What follows belongs to an exercise in optimizing a design on an open flow for small area, a short achievable clock period and few clock cycles; a production flow would make more cautious choices. In this exercise RTL edits were held to simulation tests only and were not proved equivalent to the original.

==> flow/design.v (outline; a module is shown in full before it is edited, if it fits) <==
// module fpa: 57 lines
// module fpm: 59 lines
// module fp_sinidx: 27 lines
// module fp_duty: 50 lines
// module mul24: 1017 lines
// module cmul_inv2pi: 441 lines
// module fp_round: 12 lines
// module fp_lzc48: 16 lines
// module fp_div: 106 lines
// module sin_table: 267 lines
// module cbs_rtb: 315 lines
module cbs_rtb (
    input  wire          clk,
    input  wire          rst,
    input  wire          h_valid,
    input  wire [31:0]   h_data,
    output wire          ready,
    output reg           r_valid,
    output reg  [31:0]   r_data,
    input  wire          p_valid,
    input  wire [7:0]    p_data,
    input  wire          tick,
    output wire [31:0]   period_out,
    output wire [31:0]   duty_out
);
  // ...
==> flow/run.sh <==
#!/bin/bash
# synth_recipe.tcl (not shown) runs the flow's synth.tcl, then flattens the netlist and writes it again
# the make line also repeats each setting of config.mk as NAME=value (left out here)
make -C /OpenROAD-flow-scripts/flow DESIGN_CONFIG=/design/flow/config.mk WORK_HOME=/design/flow/orfs CLKGATE_MAP_FILE= SYNTH_SCRIPT=/design/flow/synth_recipe.tcl finish
==> flow/config.mk <==
export PLATFORM = sky130hd
export DESIGN_NAME = cbs_rtb
export DESIGN_NICKNAME = cbs_rtb
export VERILOG_FILES = /design/flow/design.v
export SDC_FILE = /design/flow/constraint.sdc
export NUM_CORES = 8
export LEC_CHECK = 0
export CAP_MARGIN = 20
export CORE_MARGIN = 2
export CORE_UTILIZATION = 40
export PLACE_DENSITY = 0.6
export SLEW_MARGIN = 20
export SYNTH_MEMORY_MAX_BITS = 65536
==> flow/constraint.sdc <==
create_clock -name core_clock -period 25.0 [get_ports {clk}]
set_input_delay 5.0000 -clock core_clock [delete_from_list [all_inputs] [get_ports {clk}]]
set_output_delay 5.0000 -clock core_clock [all_outputs]
set_load 0.01 [all_outputs]
==> run notes, run 1 <==
status=complete, no violations; final wirelength=700.4 mm; fin util=43.17%; register with the highest flop count=fmem; final period demand of the worst path=22.90 ns; Simple-Gate Fraction of Synth Area=21.43%; Buffers on Ports=100; number of standard cells in the layout, taps in and fillers out=22680; standard cell core area=348900 um^2; Mapped Cells=18430; inverters=1432; number of unique standard cell types used by synthesis=144; Post-Syn Area per Cell=7.601 um^2; Pins Over Slew Limit=0; type of destination of the critical path=flop; per-cell via count in the routed design=6.545; final worst-path setup slack=2.098 ns; XOR/XNOR Fraction of Synth Area=3.582%; top cells by area in the synthesized netlist=sky130_fd_sc_hd__edfxtp_1, sky130_fd_sc_hd__fa_1, sky130_fd_sc_hd__nand2_1, sky130_fd_sc_hd__dfxtp_1, sky130_fd_sc_hd__ha_1; highest metal layer used by the detailed router=met5; Placed Instance Area=146400 um^2; number of detailed-routing iterations run before antenna repair=8; sequential cell count of the final layout=1009; part of the Yosys area used for sequential elements=18.79%; global-route wire length before repair=996.2 mm; most congested layer reported by global routing=met2; antenna violations before repair=89; count of yosys warnings during synthesis=8; Worst Clk Skew=0.1696 ns; post-route ant nets=0; total number of tap cells=4599; CP max-delay cell=sky130_fd_sc_hd__or4_2
Testbench counts, summed over its fixed seeds: cycles 28,326.
==> module fp_duty, before the edit <==
module fp_duty (
    input  wire [31:0] o,
    input  wire [10:0] per,
    output reg  [10:0] duty,
    output wire        nan
);
    wire [7:0]  eo = o[30:23];
    assign nan = (&eo) & (|o[22:0]);
    wire [23:0] mo = {|eo, o[22:0]};
    wire [7:0]  e1 = (eo == 8'd0) ? 8'd1 : eo;
    reg  [34:0] A;
    reg         stk;
    reg  [58:0] w;
    always @(*) begin
        A = 35'd0; stk = 1'b0; w = 59'd0;
        if (e1 >= 8'd126) begin
            A = {11'd0, mo} << (e1 - 8'd126);
        end else if (e1 >= 8'd101) begin
            w = {11'd0, mo, 24'd0} >> (8'd126 - e1);
            A = w[58:24];
            stk = |w[23:0];
        end else begin
            stk = |mo;
        end
    end
    wire [36:0] ofs = o[31] ? -({2'd0, A} + {36'd0, stk}) : {2'd0, A};
    wire [36:0] vf  = {3'd0, per, 23'd0} + ofs;
    wire [12:0] n   = vf[36:24];
    wire [23:0] f   = vf[23:0];
    reg         up;
    integer i;
    always @(*) begin
        up = 1'b0;
        for (i = 0; i <= 11; i = i + 1)
            if (n[i]) up = &(f | ~(24'hFFFFFF << i));
    end
    wire [12:0] nr = n + {12'd0, up};
    always @(*) begin
        if (nan)
            duty = 11'd0;
        else if (eo >= 8'd138)                  
            duty = o[31] ? 11'd0 : per;
        else if (vf[36] || n == 13'd0)          
            duty = 11'd0;
        else if (nr > {2'd0, per})
            duty = per;
        else
            duty = nr[10:0];
    end
endmodule
==> module cbs_rtb, before the edit <==
module cbs_rtb (
    input  wire          clk,
    input  wire          rst,
    input  wire          h_valid,
    input  wire [31:0]   h_data,
    output wire          ready,
    output reg           r_valid,
    output reg  [31:0]   r_data,
    input  wire          p_valid,
    input  wire [7:0]    p_data,
    input  wire          tick,
    output wire [31:0]   period_out,
    output wire [31:0]   duty_out
);
    localparam [31:0] TICK_STEP = 32'h3C23D70A;   
    localparam [31:0] NOM_F     = 32'h447A0000;   
    localparam [10:0] NOMINAL   = 11'd1000;
    localparam [7:0] OP_AVAIL = 8'h01, OP_FLUSH = 8'h02, OP_PEEK = 8'h03,
                     OP_REFS  = 8'h10, OP_SETC  = 8'h11, OP_RDREG = 8'h20;
    reg [7:0]  fmem [0:15];
    reg [3:0]  wc, rc;
    reg [4:0]  ic, cc;
    reg        synced, err_ill, err_corr, err_duty;
    reg [31:0] tsc, tols, st, tss;
    reg [10:0] pcorr, period, duty;
    reg [31:0] amp, freq, phase, start;
    reg [1:0]  hp_k;          
    reg        hp_setc;       
    reg        hp_ok;         
    reg [31:0] hp_op0, hp_op1;
    reg        rdy;
    reg        pend;          
    assign ready      = rdy;
    assign period_out = {21'd0, period};
    assign duty_out   = {21'd0, duty};
    localparam [2:0] R_IDLE = 3'd0, R_INT = 3'd1, R_DIVS = 3'd2, R_DIVW = 3'd3,
                     R_Q = 3'd4, R_FIN = 3'd5;
    reg [2:0]  rstate;
    reg [31:0] tref, rq;
    reg [8:1]  v;
    reg [31:0] st_s, t_r, f_r, th_r, s_r, o_r, kk;
    reg [9:0]  k_r;
    reg        k_ok;
    reg [11:0] q0, q1;        
    reg [1:0]  qn;
    wire [10:0] per_n = synced ? pcorr : NOMINAL;
    wire [31:0] da = per_n[10] ? {1'b0, 8'd135, per_n[9:0], 13'd0}
                               : {1'b0, 8'd134, per_n[8:0], 14'd0};
    wire amp_pos = !amp[31] && (amp[30:0] != 31'd0) &&
                   !((amp[30:23] == 8'hFF) && (amp[22:0] != 23'd0));
    wire        r_int  = (rstate == R_INT);
    wire        r_q    = (rstate == R_Q);
    wire        k_calc = !k_ok && (rstate == R_IDLE);
    reg  [31:0] add_a, add_b, mul_a, mul_b;
    wire [31:0] add_y, mul_y;
    always @(*) begin
        if (r_int)     begin add_a = tref; add_b = {~tols[31], tols[30:0]}; end
        else if (v[1]) begin add_a = st_s; add_b = {~start[31], start[30:0]}; end
        else           begin add_a = f_r;  add_b = phase; end
        if (r_q)         begin mul_a = rq;    mul_b = NOM_F; end
        else if (k_calc) begin mul_a = amp;   mul_b = da; end
        else if (v[2])   begin mul_a = freq;  mul_b = t_r; end
        else             begin mul_a = kk;    mul_b = s_r; end
    end
    fpa u_add (.a(add_a), .b(add_b), .y(add_y));
    fpm u_mul (.a(mul_a), .b(mul_b), .y(mul_y));
    wire [31:0] st_s1, st1, tss1;
    fpa u_inc_s (.a(st_s), .b(TICK_STEP), .y(st_s1));
    fpa u_inc_a (.a(st),   .b(TICK_STEP), .y(st1));
    fpa u_inc_t (.a(tss),  .b(TICK_STEP), .y(tss1));
    wire [9:0]  kx;
    fp_sinidx u_idx (.th(th_r), .k(kx));
    wire [8:0]  sj = k_r[8] ? (9'd256 - {1'b0, k_r[7:0]}) : {1'b0, k_r[7:0]};
    wire [31:0] smag;
    sin_table u_sin (.j(sj), .y(smag));
    reg  [31:0] sv;
    always @(*) begin
        if (&th_r[30:23])              sv = 32'h7FC00000;
        else if (th_r[30:0] == 31'd0)  sv = th_r;
        else                           sv = {th_r[31] ^ k_r[9], smag[30:0]};
    end
    wire [10:0] dd;
    wire        dn;
    fp_duty u_duty (.o(o_r), .per(per_n), .duty(dd), .nan(dn));
    wire [11:0] dres = amp_pos ? {dn, dd} : 12'd0;
    wire mul_busy_x = r_q || k_calc;            
    wire adv = !r_int && !(mul_busy_x && (v[2] || v[7])) &&
               !(v[7] && !k_ok) && !(v[8] && qn == 2'd2);
    wire issue = adv && !v[1];
    wire        h_acc = h_valid && rdy;
    wire        t_acc = tick && rdy;
    wire        last  = h_acc && (hp_k == 2'd0 || hp_k == 2'd1);
    wire [7:0]  opc   = h_data[31:24];
    wire [23:0] arg   = h_data[23:0];
    wire        first_multi = h_acc && hp_k == 2'd0 && (opc == OP_REFS || opc == OP_SETC);
    wire        do1   = h_acc && hp_k == 2'd0 && !first_multi;    
    wire        do_refs = h_acc && hp_k == 2'd1 && !hp_setc;
    wire        do_setc = h_acc && hp_k == 2'd1 && hp_setc;
    wire       we  = p_valid;
    wire [3:0] wc1 = we ? wc + 4'd1 : wc;
    wire [4:0] ic1 = (we && ic != 5'd16) ? ic + 5'd1 : ic;
    wire [5:0] avail_s   = {1'b0, cc} + {1'b0, ic1};
    wire [4:0] avail_c   = (avail_s >= 6'd16) ? 5'd16 : avail_s[4:0];
    wire [3:0] peek_addr = arg[3:0] + rc;
    wire [7:0] peek_data = (we && peek_addr == wc) ? p_data : fmem[peek_addr];
    reg        rd_ok;
    reg [31:0] rd_val;
    always @(*) begin
        rd_ok = 1'b1;
        case (arg[7:0])
            8'h00: rd_val = {28'd0, err_duty, err_corr, err_ill, synced};
            8'h01: rd_val = 32'd16;
            8'h02: rd_val = {28'd0, wc1};
            8'h03: rd_val = {28'd0, rc};
            8'h04: rd_val = {27'd0, ic1};
            8'h05: rd_val = {27'd0, cc};
            8'h10: rd_val = st;
            8'h11: rd_val = tsc;
            8'h12: rd_val = tols;
            8'h13: rd_val = tss;
            8'h14: rd_val = {21'd0, pcorr};
            8'h15: rd_val = {21'd0, period};
            8'h16: rd_val = {21'd0, duty};
            8'h17: rd_val = amp;
            8'h18: rd_val = freq;
            8'h19: rd_val = phase;
            8'h1A: rd_val = start;
            default: begin rd_val = 32'd0; rd_ok = 1'b0; end
        endcase
    end
    always @(posedge clk) begin
        if (we && !rst)
            fmem[wc] <= p_data;
    end
    wire        q_here = (qn != 2'd0) || (v[8] && adv);
    wire        commit = (t_acc || pend) && q_here;
    wire [11:0] cres   = (qn != 2'd0) ? q0 : dres;
    wire        push   = v[8] && adv && !(commit && qn == 2'd0);
    wire        pop    = commit && qn != 2'd0;
    wire [31:0] div_y;
    wire        div_done;
    fp_div u_div (.clk(clk), .rst(rst), .start(rstate == R_DIVS),
                  .a(tss), .b(t_r), .y(div_y), .done(div_done));
    function automatic [10:0] corr_clamp(input [31:0] q);
        reg [32:0] x2;
        reg [32:0] r;
        begin
            if (q[31] || q[30:23] == 0)
                corr_clamp = 11'd900;
            else if (q[30:23] >= 8'd159)
                corr_clamp = 11'd1100;
            else begin
                if (q[30:23] >= 8'd149)
                    x2 = {9'd0, 1'b1, q[22:0]} << (q[30:23] - 8'd149);
                else if (8'd149 - q[30:23] >= 8'd24)
                    x2 = 33'd0;
                else
                    x2 = {9'd0, 1'b1, q[22:0]} >> (8'd149 - q[30:23]);
                r = (x2 + 33'd1) >> 1;
                if (r < 33'd900)
                    corr_clamp = 11'd900;
                else if (r > 33'd1100)
                    corr_clamp = 11'd1100;
                else
                    corr_clamp = r[10:0];
            end
        end
    endfunction
    wire q_nan = (rq[30:23] == 8'hFF) && (rq[22:0] != 0);
    reg restart;
    always @(posedge clk) begin
        if (rst) begin
            wc <= 0; rc <= 0; ic <= 0; cc <= 0;
            synced <= 1'b0; err_ill <= 1'b0; err_corr <= 1'b0; err_duty <= 1'b0;
            tsc <= 32'd0; tols <= 32'd0; st <= 32'd0; tss <= 32'd0;
            pcorr <= NOMINAL; period <= NOMINAL; duty <= 11'd0;
            amp <= 32'd0; freq <= 32'd0; phase <= 32'd0; start <= 32'd0;
            hp_k <= 2'd0; hp_setc <= 1'b0; hp_ok <= 1'b0;
            rdy <= 1'b1; pend <= 1'b0;
            r_valid <= 1'b0; r_data <= 32'd0;
            rstate <= R_IDLE;
            v <= 8'd0; k_ok <= 1'b0; qn <= 2'd0;
            st_s <= 32'd0;
        end else begin
            r_valid <= 1'b0;
            wc <= wc1;
            ic <= ic1;
            if (adv) begin
                v <= {v[7:1], issue};
                if (issue)
                    st_s <= synced ? st_s1 : st_s;
                if (v[1]) t_r <= add_y;
                if (v[2]) f_r <= mul_y;
                if (v[4]) begin th_r <= add_y; end
                if (v[5]) k_r <= kx;
                if (v[6]) s_r <= sv;
                if (v[7]) o_r <= mul_y;
            end
            if (k_calc) begin
                kk <= mul_y;
                k_ok <= 1'b1;
            end
            case ({push, pop})
                2'b10: begin
                    if (qn == 2'd0) q0 <= dres; else q1 <= dres;
                    qn <= qn + 2'd1;
                end
                2'b01: begin q0 <= q1; qn <= qn - 2'd1; end
                2'b11: begin
                    if (qn == 2'd1) q0 <= dres; else begin q0 <= q1; q1 <= dres; end
                end
                default: ;
            endcase
            if (commit) begin
                if (synced) begin
                    st  <= st1;
                    tss <= tss1;
                end
                period <= per_n;
                duty <= cres[10:0];
                if (cres[11]) err_duty <= 1'b1;
                pend <= 1'b0;
                rdy <= 1'b1;
            end else if (t_acc) begin
                pend <= 1'b1;
                rdy <= 1'b0;
            end
            if (h_acc) begin
                if (hp_k == 2'd0) begin
                    hp_ok <= (arg == 24'd0);
                    if (opc == OP_REFS) begin hp_k <= 2'd1; hp_setc <= 1'b0; end
                    else if (opc == OP_SETC) begin hp_k <= 2'd3; hp_setc <= 1'b1; end
                end else begin
                    hp_k <= hp_k - 2'd1;
                    if (hp_k == 2'd3) hp_op0 <= h_data;
                    if (hp_k == 2'd2) hp_op1 <= h_data;
                end
            end
            if (do1) begin
                r_valid <= 1'b1;
                r_data  <= 32'd0;
                case (opc)
                    OP_AVAIL:
                        if (arg != 0) err_ill <= 1'b1;
                        else begin
                            if (avail_s >= 6'd16) rc <= wc1;
                            cc <= avail_c;
                            ic <= 5'd0;
                            r_data <= {27'd0, avail_c};
                        end
                    OP_FLUSH: begin
                        rc <= rc + arg[3:0];
                        cc <= ({19'd0, cc} >= arg) ? cc - arg[4:0] : 5'd0;
                    end
                    OP_PEEK:
                        r_data <= {24'd0, peek_data};
                    OP_RDREG:
                        if (arg[23:8] != 0 || !rd_ok) err_ill <= 1'b1;
                        else r_data <= rd_val;
                    default:
                        err_ill <= 1'b1;
                endcase
            end
            if (do_setc) begin
                r_valid <= 1'b1;
                r_data  <= 32'd0;
                if (!hp_ok) err_ill <= 1'b1;
                else begin
                    amp <= hp_op0; freq <= hp_op1; phase <= h_data;
                    start <= st;
                    v <= 8'd0; k_ok <= 1'b0; qn <= 2'd0;
                    st_s <= st;
                end
            end
            if (do_refs) begin
                if (!hp_ok) begin
                    err_ill <= 1'b1;
                    r_valid <= 1'b1;
                    r_data  <= 32'd0;
                end else if (!synced) begin
                    tsc <= h_data; tols <= h_data; st <= h_data;
                    tss <= 32'd0;
                    synced <= 1'b1;
                    r_valid <= 1'b1;
                    r_data  <= 32'd0;
                    v <= 8'd0; k_ok <= 1'b0; qn <= 2'd0;
                    st_s <= h_data;
                end else begin
                    tref <= h_data;
                    rstate <= R_INT;
                    rdy <= 1'b0;
                    v <= 8'd0; k_ok <= 1'b0; qn <= 2'd0;
                    st_s <= st;
                end
            end
            case (rstate)
                R_INT:  begin t_r <= add_y; rstate <= R_DIVS; end
                R_DIVS: rstate <= R_DIVW;
                R_DIVW: if (div_done) begin rq <= div_y; rstate <= R_Q; end
                R_Q:    begin rq <= mul_y; rstate <= R_FIN; end
                R_FIN: begin
                    if (q_nan) err_corr <= 1'b1;
                    else pcorr <= corr_clamp(rq);
                    tols <= tref;
                    tss <= 32'd0;
                    r_valid <= 1'b1;
                    r_data <= 32'd0;
                    rstate <= R_IDLE;
                    rdy <= 1'b1;
                end
                default: ;
            endcase
        end
    end
endmodule
==> run 2: changes to the inputs <==
--- a/flow/design.v
+++ b/flow/design.v
@@ -142,4 +142,26 @@
     assign k = kk;
 endmodule
+module fp_incp (
+    input  wire [31:0] x,
+    output wire [31:0] y
+);
+    localparam [26:0] MC = {24'hA3D70A, 3'b000};
+    wire [7:0]  d = x[30:23] - 8'd120;
+    reg  [26:0] al;
+    integer i;
+    always @(*) begin
+        al = MC;
+        if (d > 8'd26) al = 27'd1;
+        else
+            for (i = 0; i < 5; i = i + 1)
+                if (d[i]) al = (al >> (1 << i)) | {26'd0, |(al & ((27'd1 << (1 << i)) - 27'd1))};
+    end
+    wire [27:0] sum = {2'b01, x[22:0], 3'b000} + {1'b0, al};
+    wire [26:0] nm  = sum[27] ? {sum[27:2], sum[1] | sum[0]} : sum[26:0];
+    wire [7:0]  e   = x[30:23] + {7'd0, sum[27]};
+    wire        inc = nm[2] & (nm[1] | nm[0] | nm[3]);
+    wire [30:0] mag = {e, nm[25:3]} + {30'd0, inc};
+    assign y = (x[30:23] == 8'd0) ? 32'h3C23D70A : {1'b0, mag};
+endmodule
 module fp_duty (
     input  wire [31:0] o,
@@ -151,30 +173,29 @@
     assign nan = (&eo) & (|o[22:0]);
     wire [23:0] mo = {|eo, o[22:0]};
-    wire [7:0]  e1 = (eo == 8'd0) ? 8'd1 : eo;
-    reg  [34:0] A;
+    reg  [26:0] A;
     reg         stk;
-    reg  [58:0] w;
+    reg  [50:0] w;
     always @(*) begin
-        A = 35'd0; stk = 1'b0; w = 59'd0;
-        if (e1 >= 8'd126) begin
-            A = {11'd0, mo} << (e1 - 8'd126);
-        end else if (e1 >= 8'd101) begin
-            w = {11'd0, mo, 24'd0} >> (8'd126 - e1);
-            A = w[58:24];
+        w = 51'd0; A = 27'd0; stk = 1'b0;
+        if (eo >= 8'd134)
+            A = {3'd0, mo} << (eo - 8'd134);
+        else if (eo >= 8'd110) begin
+            w = {3'd0, mo, 24'd0} >> (8'd134 - eo);
+            A = w[50:24];
             stk = |w[23:0];
-        end else begin
-            stk = |mo;
-        end
+        end else
+            stk = |o[30:0];
     end
-    wire [36:0] ofs = o[31] ? -({2'd0, A} + {36'd0, stk}) : {2'd0, A};
-    wire [36:0] vf  = {3'd0, per, 23'd0} + ofs;
-    wire [12:0] n   = vf[36:24];
-    wire [23:0] f   = vf[23:0];
+    wire [28:0] ofs = o[31] ? ~{2'b00, A} + {28'd0, ~stk} : {2'b00, A};    
+    wire [28:0] vf  = {3'd0, per, 15'd0} + ofs;
+    wire [12:0] n   = vf[28:16];
+    wire [15:0] f   = vf[15:0];
     reg         up;
-    integer i;
     always @(*) begin
         up = 1'b0;
-        for (i = 0; i <= 11; i = i + 1)
-            if (n[i]) up = &(f | ~(24'hFFFFFF << i));
+        if (n[11])      up = &f[15:3];
+        else if (n[10]) up = &f[15:2];
+        else if (n[9])  up = &f[15:1];
+        else if (n[8])  up = &f[15:0];
     end
     wire [12:0] nr = n + {12'd0, up};
@@ -184,5 +205,5 @@
         else if (eo >= 8'd138)                  
             duty = o[31] ? 11'd0 : per;
-        else if (vf[36] || n == 13'd0)          
+        else if (vf[28] || n == 13'd0)          
             duty = 11'd0;
         else if (nr > {2'd0, per})
@@ -192,4 +213,79 @@
     end
 endmodule
+module fp_qdiv (
+    input  wire        clk,
+    input  wire        rst,
+    input  wire        start,
+    input  wire [31:0] a,
+    input  wire [31:0] b,
+    output reg  [1:0]  cls,
+    output wire [31:0] q,
+    output reg         done
+);
+    wire a_zero = (a[30:23] == 8'd0);
+    wire b_e0   = (b[30:23] == 8'd0);
+    wire b_e1   = (&b[30:23]);
+    wire b_zero = b_e0 && (b[22:0] == 23'd0);
+    wire b_nan  = b_e1 && (b[22:0] != 23'd0);
+    wire [8:0] de = {1'b0, a[30:23]} - {1'b0, b[30:23]};    
+    wire [23:0] ma = {1'b1, a[22:0]};
+    wire [23:0] mb = {1'b1, b[22:0]};
+    wire        a_lt = ma < mb;
+    reg [1:0]  c0;
+    always @(*) begin
+        if (b_nan || (a_zero && b_zero))   c0 = 2'd3;
+        else if (a_zero)                   c0 = 2'd1;
+        else if (b_zero)                   c0 = b[31] ? 2'd1 : 2'd2;
+        else if (b[31] || b_e1)            c0 = 2'd1;         
+        else if (b_e0)                     c0 = 2'd2;         
+        else if (!de[8] && de[7:0] >= 8'd2) c0 = 2'd2;        
+        else if (de[8] && de[7:0] <= 8'hFE) c0 = 2'd1;        
+        else                               c0 = 2'd0;
+    end
+    reg  [24:0] r;
+    reg  [23:0] dv;
+    reg  [26:0] qq;
+    reg  [3:0]  cnt;
+    reg  [7:0]  e;
+    reg         busy;
+    wire [25:0] s1 = {1'b0, r} - {2'b0, dv};
+    wire        g1 = !s1[25];
+    wire [24:0] r1 = {(g1 ? s1[23:0] : r[23:0]), 1'b0};
+    wire [25:0] s2 = {1'b0, r1} - {2'b0, dv};
+    wire        g2 = !s2[25];
+    wire [24:0] r2 = {(g2 ? s2[23:0] : r1[23:0]), 1'b0};
+    wire [25:0] s3 = {1'b0, r2} - {2'b0, dv};
+    wire        g3 = !s3[25];
+    wire [24:0] r3 = {(g3 ? s3[23:0] : r2[23:0]), 1'b0};
+    wire        stk = qq[1] | qq[0] | (r != 25'd0);
+    wire        inc = qq[2] & (stk | qq[3]);
+    wire [24:0] m   = {1'b0, qq[26:3]} + {24'd0, inc};
+    assign q = m[24] ? {1'b0, e + 8'd1, 23'd0} : {1'b0, e, m[22:0]};
+    always @(posedge clk) begin
+        if (rst) begin
+            busy <= 1'b0;
+            done <= 1'b0;
+        end else begin
+            done <= 1'b0;
+            if (start) begin
+                cls <= c0;
+                r   <= a_lt ? {ma, 1'b0} : {1'b0, ma};
+                dv  <= mb;
+                e   <= de[7:0] + (a_lt ? 8'd126 : 8'd127);
+                cnt <= 4'd0;
+                busy <= (c0 == 2'd0);
+                done <= (c0 != 2'd0);
+            end else if (busy) begin
+                qq  <= {qq[23:0], g1, g2, g3};
+                r   <= r3;
+                cnt <= cnt + 4'd1;
+                if (cnt == 4'd8) begin
+                    busy <= 1'b0;
+                    done <= 1'b1;
+                end
+            end
+        end
+    end
+endmodule
 module mul24 (input wire [23:0] a, input wire [23:0] b, output wire [47:0] p);
     wire s1 = (a[0]&b[19])^(a[1]&b[18]);
@@ -1650,138 +1746,4 @@
     assign p = r0 + r1;
 endmodule
-module fp_round (
-    input  wire        sign,
-    input  wire [7:0]  e_field,
-    input  wire [22:0] m,
-    input  wire        g,
-    input  wire        s,
-    output wire [31:0] y
-);
-    wire inc = g & (s | m[0]);
-    wire [30:0] mag = {e_field, m} + {30'd0, inc};
-    assign y = {sign, mag};
-endmodule
-module fp_lzc48 (
-    input  wire [47:0] x,
-    output reg  [5:0]  n
-);
-    reg [63:0] v;
-    always @(*) begin
-        v = {x, 1'b1, 15'd0};
-        n = 6'd0;
-        if (v[63:32] == 0) begin n = n + 6'd32; v = v << 32; end
-        if (v[63:48] == 0) begin n = n + 6'd16; v = v << 16; end
-        if (v[63:56] == 0) begin n = n + 6'd8;  v = v << 8;  end
-        if (v[63:60] == 0) begin n = n + 6'd4;  v = v << 4;  end
-        if (v[63:62] == 0) begin n = n + 6'd2;  v = v << 2;  end
-        if (v[63] == 0)    begin n = n + 6'd1;  end
-    end
-endmodule
-module fp_div (
-    input  wire        clk,
-    input  wire        rst,
-    input  wire        start,
-    input  wire [31:0] a,
-    input  wire [31:0] b,
-    output reg  [31:0] y,
-    output reg         done
-);
-    wire sign = a[31] ^ b[31];
-    wire a_nan = (a[30:23] == 8'hFF) && (a[22:0] != 0);
-    wire b_nan = (b[30:23] == 8'hFF) && (b[22:0] != 0);
-    wire a_inf = (a[30:23] == 8'hFF) && (a[22:0] == 0);
-    wire b_inf = (b[30:23] == 8'hFF) && (b[22:0] == 0);
-    wire a_zero = a[30:0] == 0;
-    wire b_zero = b[30:0] == 0;
-    wire [7:0]  ea = (a[30:23] == 0) ? 8'd1 : a[30:23];
-    wire [7:0]  eb = (b[30:23] == 0) ? 8'd1 : b[30:23];
-    wire [23:0] ma = {a[30:23] != 0, a[22:0]};
-    wire [23:0] mb = {b[30:23] != 0, b[22:0]};
-    wire [5:0] lza, lzb;
-    fp_lzc48 u_lza (.x({ma, 24'd0}), .n(lza));
-    fp_lzc48 u_lzb (.x({mb, 24'd0}), .n(lzb));
-    wire [23:0] na = ma << lza;
-    wire [23:0] nb = mb << lzb;
-    wire        a_lt = na < nb;
-    wire signed [10:0] e0 = $signed({3'd0, ea}) - $signed({5'd0, lza})
-                            - $signed({3'd0, eb}) + $signed({5'd0, lzb})
-                            + 11'sd127 - (a_lt ? 11'sd1 : 11'sd0);
-    reg         busy;
-    reg  [4:0]  cnt;
-    reg  [25:0] rem;
-    reg  [23:0] dvs;
-    reg  [25:0] q;
-    reg         sgn;
-    reg  signed [10:0] e;
-    reg  [31:0] special;
-    reg         is_special;
-    wire [25:0] diff = rem - {2'b00, dvs};
-    wire        ge   = rem >= {2'b00, dvs};
-    reg  [73:0] qw;
-    reg  [25:0] qs;
-    reg  [10:0] rs;
-    always @(*) begin
-        qs = q;
-        qw = 74'd0;
-        rs = 11'd0;
-        if (e < 1) begin
-            rs = 11'd1 - e;
-            if (rs > 11'd27)
-                qs = {25'd0, 1'b1};
-            else begin
-                qw = {q, 48'd0} >> rs;
-                qs = {qw[73:49], qw[48:0] != 0};
-            end
-        end
-    end
-    wire        sticky = (rem != 0) | qs[0];
-    wire [7:0]  ef = (e < 1) ? 8'd0 : e[7:0];
-    wire [31:0] rnd;
-    fp_round u_rnd (.sign(sgn), .e_field(ef), .m(qs[24:2]), .g(qs[1]),
-                    .s(sticky), .y(rnd));
-    always @(posedge clk) begin
-        if (rst) begin
-            busy <= 1'b0;
-            done <= 1'b0;
-        end else begin
-            done <= 1'b0;
-            if (start) begin
-                sgn <= sign;
-                e   <= e0;
-                rem <= a_lt ? {1'b0, na, 1'b0} : {2'b00, na};
-                dvs <= nb;
-                q   <= 26'd0;
-                cnt <= 5'd0;
-                is_special <= 1'b1;
-                if (a_nan || b_nan || (a_zero && b_zero) || (a_inf && b_inf))
-                    special <= 32'h7FC00000;
-                else if (a_inf || b_zero)
-                    special <= {sign, 8'hFF, 23'd0};
-                else if (a_zero || b_inf)
-                    special <= {sign, 31'd0};
-                else
-                    is_special <= 1'b0;
-                busy <= 1'b1;
-            end else if (busy) begin
-                if (is_special) begin
-                    y    <= special;
-                    busy <= 1'b0;
-                    done <= 1'b1;
-                end else if (cnt == 5'd26) begin
-                    if (e >= 255)
-                        y <= {sgn, 8'hFF, 23'd0};
-                    else
-                        y <= rnd;
-                    busy <= 1'b0;
-                    done <= 1'b1;
-                end else begin
-                    q   <= {q[24:0], ge};
-                    rem <= (ge ? diff : rem) << 1;
-                    cnt <= cnt + 5'd1;
-                end
-            end
-        end
-    end
-endmodule
 module sin_table (
     input  wire [8:0]  j,
@@ -2089,5 +2051,4 @@
                      R_Q = 3'd4, R_FIN = 3'd5;
     reg [2:0]  rstate;
-    reg [31:0] tref, rq;
     reg [8:1]  v;
     reg [31:0] st_s, t_r, f_r, th_r, s_r, o_r, kk;
@@ -2096,4 +2057,9 @@
     reg [11:0] q0, q1;        
     reg [1:0]  qn;
+    reg        eng_wait;      
+    reg [2:0]  st_lag;        
+    reg        setc_wait;     
+    reg        rdst_wait;     
+    wire [31:0] tref = o_r;
     wire [10:0] per_n = synced ? pcorr : NOMINAL;
     wire [31:0] da = per_n[10] ? {1'b0, 8'd135, per_n[9:0], 13'd0}
@@ -2104,4 +2070,5 @@
     wire        r_q    = (rstate == R_Q);
     wire        k_calc = !k_ok && (rstate == R_IDLE);
+    wire [31:0] qv;
     reg  [31:0] add_a, add_b, mul_a, mul_b;
     wire [31:0] add_y, mul_y;
@@ -2110,5 +2077,5 @@
         else if (v[1]) begin add_a = st_s; add_b = {~start[31], start[30:0]}; end
         else           begin add_a = f_r;  add_b = phase; end
-        if (r_q)         begin mul_a = rq;    mul_b = NOM_F; end
+        if (r_q)         begin mul_a = qv;    mul_b = NOM_F; end
         else if (k_calc) begin mul_a = amp;   mul_b = da; end
         else if (v[2])   begin mul_a = freq;  mul_b = t_r; end
@@ -2117,8 +2084,8 @@
     fpa u_add (.a(add_a), .b(add_b), .y(add_y));
     fpm u_mul (.a(mul_a), .b(mul_b), .y(mul_y));
-    wire [31:0] st_s1, st1, tss1;
-    fpa u_inc_s (.a(st_s), .b(TICK_STEP), .y(st_s1));
-    fpa u_inc_a (.a(st),   .b(TICK_STEP), .y(st1));
-    fpa u_inc_t (.a(tss),  .b(TICK_STEP), .y(tss1));
+    wire        inc_arch = (st_lag != 3'd0) && !issue;
+    wire [31:0] inc_y, tss1;
+    fpa u_inc (.a(inc_arch ? st : st_s), .b(TICK_STEP), .y(inc_y));
+    fp_incp u_inct (.x(tss), .y(tss1));
     wire [9:0]  kx;
     fp_sinidx u_idx (.th(th_r), .k(kx));
@@ -2139,5 +2106,5 @@
     wire adv = !r_int && !(mul_busy_x && (v[2] || v[7])) &&
                !(v[7] && !k_ok) && !(v[8] && qn == 2'd2);
-    wire issue = adv && !v[1];
+    wire issue = adv && !v[1] && !eng_wait;
     wire        h_acc = h_valid && rdy;
     wire        t_acc = tick && rdy;
@@ -2190,8 +2157,8 @@
     wire        push   = v[8] && adv && !(commit && qn == 2'd0);
     wire        pop    = commit && qn != 2'd0;
-    wire [31:0] div_y;
+    wire [1:0]  div_cls;
     wire        div_done;
-    fp_div u_div (.clk(clk), .rst(rst), .start(rstate == R_DIVS),
-                  .a(tss), .b(t_r), .y(div_y), .done(div_done));
+    fp_qdiv u_div (.clk(clk), .rst(rst), .start(rstate == R_DIVS),
+                   .a(tss), .b(t_r), .cls(div_cls), .q(qv), .done(div_done));
     function automatic [10:0] corr_clamp(input [31:0] q);
         reg [32:0] x2;
@@ -2219,6 +2186,5 @@
         end
     endfunction
-    wire q_nan = (rq[30:23] == 8'hFF) && (rq[22:0] != 0);
-    reg restart;
+    reg [1:0] rcls;
     always @(posedge clk) begin
         if (rst) begin
@@ -2233,5 +2199,5 @@
             rstate <= R_IDLE;
             v <= 8'd0; k_ok <= 1'b0; qn <= 2'd0;
-            st_s <= 32'd0;
+            eng_wait <= 1'b1; st_lag <= 3'd0; setc_wait <= 1'b0; rdst_wait <= 1'b0;
         end else begin
             r_valid <= 1'b0;
@@ -2240,6 +2206,6 @@
             if (adv) begin
                 v <= {v[7:1], issue};
-                if (issue)
-                    st_s <= synced ? st_s1 : st_s;
+                if (issue && synced)
+                    st_s <= inc_y;
                 if (v[1]) t_r <= add_y;
                 if (v[2]) f_r <= mul_y;
@@ -2264,9 +2230,26 @@
                 default: ;
             endcase
+            if (inc_arch) st <= inc_y;
+            st_lag <= st_lag - {2'd0, inc_arch} + {2'd0, commit && synced};
+            if (eng_wait && st_lag == 3'd0) begin
+                eng_wait <= 1'b0;
+                st_s <= st;
+                if (setc_wait) begin
+                    setc_wait <= 1'b0;
+                    start <= st;
+                    r_valid <= 1'b1;
+                    r_data <= 32'd0;
+                    rdy <= 1'b1;
+                end
+            end
+            if (rdst_wait && st_lag == 3'd0) begin
+                rdst_wait <= 1'b0;
+                r_valid <= 1'b1;
+                r_data <= st;
+                rdy <= 1'b1;
+            end
             if (commit) begin
-                if (synced) begin
-                    st  <= st1;
+                if (synced)
                     tss <= tss1;
-                end
                 period <= per_n;
                 duty <= cres[10:0];
@@ -2309,5 +2292,9 @@
                     OP_RDREG:
                         if (arg[23:8] != 0 || !rd_ok) err_ill <= 1'b1;
-                        else r_data <= rd_val;
+                        else if (arg[7:0] == 8'h10) begin
+                            r_valid <= 1'b0;         
+                            rdst_wait <= 1'b1;
+                            rdy <= 1'b0;
+                        end else r_data <= rd_val;
                     default:
                         err_ill <= 1'b1;
@@ -2315,12 +2302,13 @@
             end
             if (do_setc) begin
-                r_valid <= 1'b1;
-                r_data  <= 32'd0;
-                if (!hp_ok) err_ill <= 1'b1;
-                else begin
+                if (!hp_ok) begin
+                    err_ill <= 1'b1;
+                    r_valid <= 1'b1;
+                    r_data  <= 32'd0;
+                end else begin
                     amp <= hp_op0; freq <= hp_op1; phase <= h_data;
-                    start <= st;
-                    v <= 8'd0; k_ok <= 1'b0; qn <= 2'd0;
-                    st_s <= st;
+                    setc_wait <= 1'b1;
+                    rdy <= 1'b0;
+                    v <= 8'd0; k_ok <= 1'b0; qn <= 2'd0; eng_wait <= 1'b1;
                 end
             end
@@ -2336,12 +2324,10 @@
                     r_valid <= 1'b1;
                     r_data  <= 32'd0;
-                    v <= 8'd0; k_ok <= 1'b0; qn <= 2'd0;
-                    st_s <= h_data;
+                    v <= 8'd0; k_ok <= 1'b0; qn <= 2'd0; eng_wait <= 1'b1;
                 end else begin
-                    tref <= h_data;
+                    o_r <= h_data;               
                     rstate <= R_INT;
                     rdy <= 1'b0;
-                    v <= 8'd0; k_ok <= 1'b0; qn <= 2'd0;
-                    st_s <= st;
+                    v <= 8'd0; k_ok <= 1'b0; qn <= 2'd0; eng_wait <= 1'b1;
                 end
             end
@@ -2349,9 +2335,16 @@
                 R_INT:  begin t_r <= add_y; rstate <= R_DIVS; end
                 R_DIVS: rstate <= R_DIVW;
-                R_DIVW: if (div_done) begin rq <= div_y; rstate <= R_Q; end
-                R_Q:    begin rq <= mul_y; rstate <= R_FIN; end
+                R_DIVW: if (div_done) begin
+                    rcls <= div_cls;
+                    rstate <= (div_cls == 2'd0) ? R_Q : R_FIN;
+                end
+                R_Q:    begin kk <= mul_y; rstate <= R_FIN; end
                 R_FIN: begin
-                    if (q_nan) err_corr <= 1'b1;
-                    else pcorr <= corr_clamp(rq);
+                    case (rcls)
+                        2'd0: pcorr <= corr_clamp(kk);
+                        2'd1: pcorr <= 11'd900;
+                        2'd2: pcorr <= 11'd1100;
+                        default: err_corr <= 1'b1;
+                    endcase
                     tols <= tref;
                     tss <= 32'd0;
--- a/flow/config.mk
+++ b/flow/config.mk
@@ -6,4 +6,5 @@
 export NUM_CORES = 8
 export LEC_CHECK = 0
+export ABC_AREA = 1
 export CAP_MARGIN = 20
 export CORE_MARGIN = 2
==> run 2 against run 1 <==
  * Hold slack better by 0.081 ns
  * Via count is 19% lower
  * Routed wire length is 26% lower
  * Final cell count down 9.3%
  * First-iteration DRC count is 30% lower
  * Sequential share of layout area grew 1.9 points
  * Synthesized cell count is 7.7% lower
  * Critical path depth increased by 29
  * Critical path type unchanged
  * Largest cell class unchanged
==> run notes, run 2 <==
post-route ant nets=0 (unchanged); net count reported at finish=17990 (was 19300); buffers inserted by post-CTS timing repair=0 (unchanged); total standard cell area after synthesis=114300 um^2 (was 140100 um^2); routed wirelength normalized by instance count=25.28 um (was 30.88 um); top post-synthesis cells by count=sky130_fd_sc_hd__nand2_1, sky130_fd_sc_hd__inv_1, sky130_fd_sc_hd__nor2_1 (was sky130_fd_sc_hd__nand2_1, sky130_fd_sc_hd__nor2_1, sky130_fd_sc_hd__a21oi_1); slew of the pin with the lowest slew margin=1.343 ns (was 1.295 ns); global-route wire length before repair=756.1 mm (was 996.2 mm); Mapped Cells=17010 (was 18430); std cell rows=196 (was 217); most common cell after layout, fill and taps aside=sky130_fd_sc_hd__nand2_1 (unchanged); CP max-delay cell=sky130_fd_sc_hd__fa_1 (was sky130_fd_sc_hd__or4_2); Post-Syn Area per Cell=6.719 um^2 (was 7.601 um^2); Fillers=30400 (was 35850); CTS tree=yes (unchanged); number of global-route vias before repair=111500 (was 136700); library cell occupying the most area in the post-synthesis netlist=sky130_fd_sc_hd__edfxtp_1 (unchanged); leading cell types in the layout, fill and taps excluded=sky130_fd_sc_hd__nand2_1, sky130_fd_sc_hd__inv_1, sky130_fd_sc_hd__nor2_1, sky130_fd_sc_hd__o21ai_0, sky130_fd_sc_hd__nand3_1 (was sky130_fd_sc_hd__nand2_1, sky130_fd_sc_hd__nor2_1, sky130_fd_sc_hd__a21oi_1, sky130_fd_sc_hd__inv_1, sky130_fd_sc_hd__o21ai_0); type of destination of the critical path=flop (unchanged); Tcrit/Tclk final=90.01% (was 91.61%); remaining routing DRC violations=0 (unchanged); TritonCTS sink count=913 (was 1009); kind of critical path=reg -> reg (unchanged); height of the die=538.5 um (was 595.7 um); Post-Layout Inst Area=122100 um^2 (was 150600 um^2); number of CTS-inserted buffers=98 (was 117); part of the Yosys area used for sequential elements=20.73% (was 18.79%); sort of element at the start of the critical path=flop (unchanged); Placed Instance Area=118600 um^2 (was 146400 um^2); total congestion overflow after global routing=0 (unchanged); final hold violations=0 (unchanged); status=complete, no violations (unchanged); area occupied by multi-input gates=76960 um^2 (was 104000 um^2); FFs w/ async S/R, synth=0% (unchanged); endpoint required time on the critical path=25.57 ns (was 25.68 ns); clock input transition at the sequential cells of the worst setup and hold paths=0.06 ns (about the same); proportion of layout cells with a drive suffix above 1=4.717% (was 7.703%); post-synth top area share=14.22% (was 13.10%); crit path buf inv count=18 (was 13); normalized max-slew margin=9.894% (was 12.76%); Cell Count Post-Placement=20370 (was 22420); insertion delay of the later-clocked pin in the worst-skew pair=0.78 ns (was 0.98 ns); Max Fclk=44.44 MHz (was 43.66 MHz); top cells by area in the synthesized netlist=sky130_fd_sc_hd__edfxtp_1, sky130_fd_sc_hd__nand2_1, sky130_fd_sc_hd__fa_1, sky130_fd_sc_hd__inv_1, sky130_fd_sc_hd__dfxtp_1 (was sky130_fd_sc_hd__edfxtp_1, sky130_fd_sc_hd__fa_1, sky130_fd_sc_hd__nand2_1, sky130_fd_sc_hd__dfxtp_1, sky130_fd_sc_hd__ha_1); hold bufs inserted after CTS=0 (unchanged); antenna violations before repair=30 (was 89); library cell with the highest instance count after synthesis=sky130_fd_sc_hd__nand2_1 (unchanged); maximum level of the CTS H-tree=3 (unchanged); final period demand of the worst path=22.50 ns (was 22.90 ns); Storage cell area=23700 um^2 (was 26330 um^2); number of endpoints failing setup at the final stage=0 (unchanged); Most used DFF post-synth=sky130_fd_sc_hd__edfxtp_1 (unchanged); Clk Tree Root Cell=sky130_fd_sc_hd__clkbuf_16 (unchanged); total routing resource utilization after global routing=34.65% (was 37.89%); data arrival time at the worst-slack endpoint=23.07 ns (was 23.58 ns); count of yosys warnings during synthesis=8 (unchanged); number of enable flip-flop cells after synthesis=541 (was 611); horizontal die dimension=538.5 um (was 595.7 um); post_cts resized=0 (unchanged); number of unique standard cell types used by synthesis=101 (was 144); Via Count=120000 (was 148500); initial standard-cell utilization of the core=40.13% (was 40.14%); number of standard cells in the layout, taps in and fillers out=20570 (was 22680); per-cell via count in the routed design=5.836 (was 6.545); setup_tns=0 ns (unchanged); Buffers on Ports=100 (unchanged); DPL Wire Length=411.1 mm (was 542.5 mm); flip-flop and latch count after synthesis=913 (was 1009); register with the highest flop count=fmem (unchanged); count of maximum capacitance violations=0 (unchanged); standard cell core area=284700 um^2 (was 348900 um^2); largest incremental delay on the critical path=1.00 ns (was 1.13 ns); worst min path class=reg -> reg (unchanged); I/O Pins=143 (unchanged); count of routing violations after the opening detailed-route iteration=15150 (was 21510); signed area change from the synthesized netlist to the final layout=6.837% (was 7.542%); final wirelength=519.9 mm (was 700.4 mm); most used cell along the critical path=sky130_fd_sc_hd__nand2_1 (was sky130_fd_sc_hd__inv_1); Worst Clk Skew=0.07969 ns (was 0.1696 ns); last weighted congestion value of the routability-driven placer=1.081 (was 1.057); die area=290000 um^2 (was 354900 um^2); number of buffers on the longest clock path=3 (was 4); top fanout value on the critical path=38 (was 42); flip-flop count of the largest register after layout=128 (unchanged); number of detailed-routing iterations run before antenna repair=7 (was 8); Crit path max-delay family=simple AND/OR/NAND/NOR gates (unchanged); maximum number of pins on one net before global-route repair=106 (was 135); Pins Over Slew Limit=0 (unchanged); setup repair after global routing missed its margin=false (unchanged)
[run 2: cell types whose count changed in the layout (fill, tap and decap cells not counted), sizes merged, moves of 364 or more]
cell,delta
o21ai,+364
a21oi,-412
mux2i,-584
nand2,+1562
inv,+1273
nand3,+694
[run 2: worst reg2reg max path: cells and delay by family, from the launching register on]
kind / cells / cell delay, ns
and+or+nand+nor: 49 / 7.01
xor gates and xnor gates: 1 / 0.75
DFF: 1 / 0.37
AOI/OAI and AO/OA: 22 / 5.73
adders and majority gates: 12 / 5.44
buffers and inverters: 18 / 3.06
[run 2: cells by family after synthesis]
family                   count (synthesis)  share of synthesized area (%)
other                                    2                       0.006572
buffers and inverters                 3557                          12.27
adder cells (fa/ha/maj)               1239                          18.05
flip-flops                             913                          20.73
AO/OA/AOI/OAI                         3700                          19.03
XOR/XNOR                               387                          3.032
AND/OR/NAND/NOR                       7175                          26.59
multiplexers                            32                         0.2814
[run 2: final timing paths]
kind,slack [ns],end,cells after the start,start
min reg2reg,0.45,u_div.qq[3],0,u_div.qq[0]
min,0.45,u_div.qq[3],0,u_div.qq[0]
max reg2reg,2.50,o_r[25],102,u_div.qq[3]
max,2.50,o_r[25],102,u_div.qq[3]
[run 2: area by class of cell]
type | count | area share, %
Clock inverter | 56 | 0.5401
Sequential cell | 913 | 19.41
Tap cell | 3762 | 3.856
Timing Repair Buffer | 362 | 2.450
Clock buffer | 127 | 2.182
Antenna cell | 15 | 0.03075
Multi-Input combinational cell | 12580 | 63.04
Inverter | 2755 | 8.490
[run 2: metrics by stage]
stage | worst slack (ns) | utilization (%) | hold WS [ns]
2_1_floorplan | 8.582 | - | 0.4239
3_3_place_gp | 2.696 | 41.66 | 0.4370
3_5_place_dp | 2.613 | 41.67 | 0.4341
4_1_cts | 2.645 | 42.84 | 0.4450
5_1_grt | 0.1788 | 42.86 | 0.4605
6_report | 2.497 | 42.88 | 0.4468
[run 2: routing by layer]
metal,wire [um],track usage [%]
met1,213000,46.40
met2,218200,51.77
met3,55220,7.862
met4,33360,18.40
met5,158,0
Testbench counts of run 2, summed over its fixed seeds: cycles 26,845.

==> port drivers added, routing unchanged <==
The flow's constraints put no driver on any port. The routed layouts listed below were extracted and timed again, unchanged, in two steps. Step 1 sets driving cells, clkbuf_16 on the clock port and buf_2 on the other inputs (assumed; they add their load-dependent delay and slew). Step 2 adds t to the input delays and takes it off the output delays; t is the mean of the earliest and latest rising clock arrival at the registers after step 1. Input paths then give back, and output paths get back, about the clock's delay inside the block. Three values: ideal ports, drivers, drivers and shift; two values: the first two.
| run | shift t [ns] | slack for setup (ns) | worst setup path after step 2 | latest minus earliest clock arrival (ns) | worst data-port slew with drivers (ns) |
|---|---|---|---|---|---|
| run 1 | 0.987 | 2.098 / 2.098 / 2.098 | register to register | 0.170 / 0.170 | 0.32 |
| run 2 | 0.830 | 2.497 / 2.497 / 2.497 | register to register | 0.081 / 0.081 | 0.07 |
After both steps setup and hold are still met in every run listed.
